From an optimization exercise on the open Yosys and OpenROAD flow, aimed at small area, a short achievable clock period and few clock cycles; shortcuts taken in it are not production practice.
In this exercise RTL edits were held to simulation tests only and were not proved equivalent to the original.
Power is estimated from default activity; no workload was simulated.

== run 1 ==
// nasa_fa
module nasa_fa (
    input  wire       clk,
    input  wire       rst,
    input  wire       in_valid,
    input  wire [7:0] in_data,
    output wire       in_ready,
    output reg        pl_valid,
    output reg  [7:0] pl_data,
    output reg        pl_last,
    output reg        pl_empty
);
    localparam [7:0] STX = 8'h32;
    localparam [7:0] ETX = 8'h34;
    localparam [1:0] S_SRCH = 2'd0, S_L1 = 2'd1, S_L2 = 2'd2, S_BODY = 2'd3;
    localparam [1:0] E_IDLE = 2'd0, E_H1 = 2'd1, E_H2 = 2'd2, E_PAY = 2'd3;
    function [3:0] bcls(input [7:0] b);
        bcls = {(b >= 8'd4) && (b <= 8'd126), b == ETX, b == 8'd0, b == STX};
    endfunction
    function [15:0] crc_step(input [15:0] c_in, input [7:0] b);
        integer i;
        reg [15:0] c;
        begin
            c = c_in ^ {b, 8'h00};
            for (i = 0; i < 8; i = i + 1)
                c = c[15] ? ({c[14:0], 1'b0} ^ 16'h1021) : {c[14:0], 1'b0};
            crc_step = c;
        end
    endfunction
    reg  [1023:0] ring;
    reg  [3:0]    f0;                   
    wire [7:0]    r0   = ring[7:0];
    wire [7:0]    r31  = ring[255:248];
    wire [7:0]    r63  = ring[511:504];
    wire [7:0]    r95  = ring[767:760];
    wire [7:0]    r127 = ring[1023:1016];
    reg           in_ready_q;
    wire          ins = in_valid && in_ready_q;
    always @(posedge clk) begin
        ring <= {ring[1015:0], ins ? in_data : r127};
        f0   <= bcls(ins ? in_data : r127);
    end
    assign in_ready = in_ready_q;
    reg  [6:0]  ph;         
    reg  [6:0]  dt;         
    reg         uany;       
    reg  [6:0]  d;          
    reg         d127;       
    reg  [1:0]  st;
    reg  [6:0]  cs;         
    reg         hi_ok;      
    reg  [6:0]  rem;        
    reg         last_q;     
    reg  [15:0] crc;
    reg         crcz;       
    reg         nv_v;       
    reg         b1_stx, b1_zero, b2_stx;    
    reg  [6:0]  fq0, fq1, fq2, fq3;
    reg  [1:0]  fwp, frp;
    reg  [3:0]  focc;       
    reg  [1:0]  es;
    reg  [1:0]  etap;
    reg  [6:0]  ecnt;
    reg         ezero, eone;    
    wire        fne    = focc[0];
    wire        ffull  = focc[3];
    wire [7:0]  x      = r0;
    wire [3:0]  xf     = f0;
  ...
export LEC_CHECK = 0
export ABC_CLOCK_PERIOD_IN_PS = 3000
export CAP_MARGIN = 20
export CORE_MARGIN = 2
export CORE_UTILIZATION = 75
export CTS_BUF_LIST = sky130_fd_sc_hd__clkbuf_8
export CTS_CLUSTER_DIAMETER = 48
export CTS_CLUSTER_SIZE = 21
export SLEW_MARGIN = 20
create_clock -name core_clock -period 10.0 [get_ports {clk}]
standard.sh (not shown) runs the stock make flow with config.mk's settings and CLKGATE_MAP_FILE= SYNTH_SCRIPT=/design/flow/synth_recipe.tcl, a recipe that flattens the netlist after the stock synthesis.
==> flow/flow/run.sh <==
#!/bin/bash
# Own flow: the standard layout (standard.sh), unchanged synthesis, with
# two changes for the later steps: the port buffers are buf_4 cells instead
# of the smallest buffer, and timing repair aims at a larger setup margin.
set -euo pipefail
bash standard.sh synth > synth.log 2>&1
export SETUP_SLACK_MARGIN=7
export BUFFER_PORTS_ARGS="-buffer_cell sky130_fd_sc_hd__buf_4"
bash standard.sh > layout.log 2>&1
Run 1 finished every stage and its layout cleared the timing, design-rule and antenna checks.
Testbench counts of run 1, summed over its fixed seeds: cycles 18,671.
[inputs] run 2 vs run 1
- CORE_UTILIZATION now 85, was 75
- CTS_CLUSTER_DIAMETER now 60, was 48
- CTS_CLUSTER_SIZE now 18, was 21
## What came out
Run 2 failed in detailed placement (3_5_place_dp) with DPL-0033.
HPWL after detailed placement up 13 mm in run 2 wrt run 1
Diff run 1..run 2 | fraction of the mapped netlist area in compound gates | unchanged
Going from run 1 to run 2, placer's final routability congestion estimate shows an increase of 1.7%; initial core utilization shows an increase of 9.9 points.
Side by side, total number of placement rows turned out lower in run 2 than in run 1.
Inputs modified between run 2 and run 3:
- CTS_CLUSTER_SIZE changed from 18 to 20
- CORE_UTILIZATION changed from 85 to 75
- GPL_TIMING_DRIVEN newly set to 1
- CTS_CLUSTER_DIAMETER changed from 60 to 55
[summary]
Run 3 went all the way through synthesis, placement and routing and the layout is clean on timing, DRC and antenna. Per the comparison of run 3 with run 2, number of enable flip-flop cells after synthesis level, effective utilization at floorplan lower, weighted congestion reported at the end of routability-driven placement now smaller. Between run 3 and run 2, the share of synthesized flip-flops with an asynchronous set or reset figures differ only marginally. Die height, run 3 and run 2: higher on run 3.
diff inputs: run 3 => run 4
- CTS_CLUSTER_SIZE: 20 -> 18
- CTS_CLUSTER_DIAMETER: 55 -> 60
- GPL_TIMING_DRIVEN: 1 -> unset
- CTS_BUF_LIST: sky130_fd_sc_hd__clkbuf_8 -> sky130_fd_sc_hd__clkbuf_8 sky130_fd_sc_hd__clkbuf_16
Findings:
- Taking run 3 as the reference point, the wire length of run 4 rises by 40%.
- Compared run 4 vs run 3, and total of clock buffers placed in the layout is up in run 4.
- What run 4 reported for sum of routed wire segments on met1 has to be multiplied by 0.846 to get the figure for run 3.
- Power per cell area (lower): run 3


nasa_fa, a different RTL version from the one above (not shown whole).
Size: about 1200 flip-flops, about 23 I/O pins, about 28000 um2 of cells after synthesis.
export LEC_CHECK = 0
export ABC_CLOCK_PERIOD_IN_PS = 3000
export CAP_MARGIN = 20
export CORE_MARGIN = 2
export CORE_UTILIZATION = 75
export CTS_BUF_LIST = sky130_fd_sc_hd__clkbuf_16
export CTS_CLUSTER_DIAMETER = 60
export CTS_CLUSTER_SIZE = 28
export SLEW_MARGIN = 20
create_clock -name core_clock -period 10.0 [get_ports {clk}]
Scripts as last shown in full above: flow/flow/run.sh
Testbench counts at the start, summed over its fixed seeds: cycles 18,671.
==> next run, changes <==
CORE_UTILIZATION = 40   (was 75)
CTS_BUF_LIST = sky130_fd_sc_hd__clkbuf_8   (was sky130_fd_sc_hd__clkbuf_16)
CTS_CLUSTER_SIZE = 18   (was 28)
What happened: Final area goes up by 1.1%; final cell count rose by about 22%; critical path depth does not change; non-clock buffer count drops by 12; area after synthesis is unchanged; sequential power barely changes; routed wire length is lower by 28%; setup slack is worse by 80 ps; clock-buffer cell count rises by 30.
==> next run, changes <==
CTS_BUF_LIST = sky130_fd_sc_hd__clkbuf_4   (was sky130_fd_sc_hd__clkbuf_8)
CTS_CLUSTER_DIAMETER = 40   (was 60)
CTS_CLUSTER_SIZE = 10   (was 18)
=>
- global-route usage came out higher by 0.46 points
- critical path depth does not change
- flip-flop and latch count stays the same
- via count came out higher by 3.8%
- utilization came out higher by 0.47 points
- design area came out higher by 1.1%
==> next run, changes <==
CORE_UTILIZATION = 60   (was 40)
CTS_BUF_LIST = sky130_fd_sc_hd__clkbuf_8   (was sky130_fd_sc_hd__clkbuf_4)
CTS_CLUSTER_DIAMETER = 60   (was 40)
CTS_CLUSTER_SIZE = 18   (was 10)
Total power decreases by 3.9%.
Cell area is lower by 2.5%.
Clock power decreases by 12%.
First-iteration DRC count increases by 1.8%.
Routed wire length decreases by 5.9%.
Hold slack is better by 7.9 ps.
Via count falls by 5.0%.
Global-route usage rises by 4.4 points.
Area after synthesis is unchanged.
Fmax is higher by 8.7%.
Utilization increases by 21 points.
==> next run, changes <==
ABC_AREA = 1   (was not set)
ABC_CLOCK_PERIOD_IN_PS = not set   (was 3000)
CORE_UTILIZATION = 75   (was 60)
The changed run ran to the end with no violations.
Design area rises by 0.62%.
Final cell count rises by 6.3%.
Wire length rises by 35%.
Global-route usage rises by 10 points.
Via count rises by 16%.
Sequential power rises by about 0.8%.
First-iteration DRC count rises by 78%.
Register-to-register slack got worse by 110 ps.
Power rises by 2.4%.
==> next run, changes <==
ABC_AREA = not set   (was 1)
ABC_CLOCK_PERIOD_IN_PS = 3000   (was not set)
Die area came out lower by about 1.1%.
Routed wire length fell by 4.4%.
Synthesized cell count fell by about 12%.
Clock skew barely changes.
Clock power is about the same.


Setup of before:
Another version of the RTL of nasa_fa (not shown whole).
Size: roughly 1200 flip-flops, about 23 I/O pins, roughly 29000 um2 of cells after synthesis.
clock: 10.0 ns
lec_check: 0
abc_clock_period_in_ps: 3000
cap_margin: 20
core_margin: 2
core_utilization: 40
setup_slack_margin: 5
slew_margin: 20
run.sh (not shown) runs the stock make flow with config.mk's settings and CLKGATE_MAP_FILE= SYNTH_SCRIPT=/design/flow/synth_recipe.tcl, a recipe that flattens the netlist after the stock synthesis.
Stock flow here: none of the scripts above is used.
Every stage of the flow completed for before, and the final layout passed the timing, design-rule and antenna checks.
Testbench counts of before, summed over its fixed seeds: cycles 18,671.
What after does differently from before at the input level:
Settings: CTS_CLUSTER_SIZE now 18, previously not set; CTS_CLUSTER_DIAMETER now 60, previously not set; SETUP_SLACK_MARGIN no longer set, was 5; CTS_BUF_LIST now sky130_fd_sc_hd__clkbuf_8, previously not set.
==> flow/flow/run.sh (new file) <==
#!/bin/bash
# Own flow: the standard layout (standard.sh), unchanged synthesis, with
# two changes for the later steps: the port buffers are buf_4 cells instead
# of the smallest buffer, and timing repair aims at a larger setup margin.
set -euo pipefail
bash standard.sh synth > synth.log 2>&1
export SETUP_SLACK_MARGIN=7
export BUFFER_PORTS_ARGS="-buffer_cell sky130_fd_sc_hd__buf_4"
bash standard.sh > layout.log 2>&1
==> flow/standard.sh (new file) <==
#!/bin/bash
# synth_recipe.tcl (not shown) runs the flow's synth.tcl, then flattens the netlist and writes it again
# the make line also repeats each setting of config.mk as NAME=value (left out here)
make -C /OpenROAD-flow-scripts/flow DESIGN_CONFIG=/design/flow/config.mk WORK_HOME=/design/flow/orfs CLKGATE_MAP_FILE= SYNTH_SCRIPT=/design/flow/synth_recipe.tcl "${@:-finish}"
removed: flow/run.sh
Notes after the runs:
- before and after all finish clean.
- Higher ratio of final minimum period to clock period was reported by before, not after.
- Compared with before, in after number of storage elements in the synthesis netlist flat; fraction of layout cells with a size suffix above 1 went down by 1.1 points.

==> what the ideal ports hide <==
The flow's constraints put no driver on any port. The routed layouts listed below were extracted and timed again, unchanged, in two steps. Step 1 assumes that a clkbuf_16 drives the clock port and a buf_2 every other input. Step 2, shift: input delay + t, output delay - t, t = (earliest + latest rising clock arrival at the registers) / 2. This alone moves slack from input paths to output paths. Slacks: no drivers / after step 1 / after step 2; pairs: no drivers / after step 1.
run	shift t [ns]	slack for setup (ns)	worst register clock-pin slew, ns	worst slew at a driven data input, ns
run 1	0.693	6.882 / 6.832 / 6.418	0.12 / 0.12	0.03
run 3	0.675	6.881 / 6.833 / 6.446	0.12 / 0.12	0.03
run 4	0.662	6.901 / 6.844 / 6.490	0.09 / 0.09	0.03
the first run of note 2	0.670	6.885 / 6.828 / 6.480	0.12 / 0.12	0.04
the second run of note 2	0.716	6.805 / 6.750 / 6.460	0.12 / 0.12	0.03
the third run of note 2	0.986	6.562 / 6.506 / 6.469	0.11 / 0.11	0.03
the fourth run of note 2	0.713	6.838 / 6.784 / 6.546	0.11 / 0.11	0.03
the fifth run of note 2	0.698	6.868 / 6.817 / 6.501	0.11 / 0.11	0.04
the sixth run of note 2	0.690	6.855 / 6.803 / 6.431	0.12 / 0.12	0.04
before	0.692	6.371 / 6.370 / 5.716	0.07 / 0.07	0.03
after	0.744	6.686 / 6.627 / 6.430	0.11 / 0.11	0.04
After both steps every run listed still meets setup and hold. The setup slack of before, which loses most, moves by -0.001 ns with the drivers and by -0.655 ns with both steps.
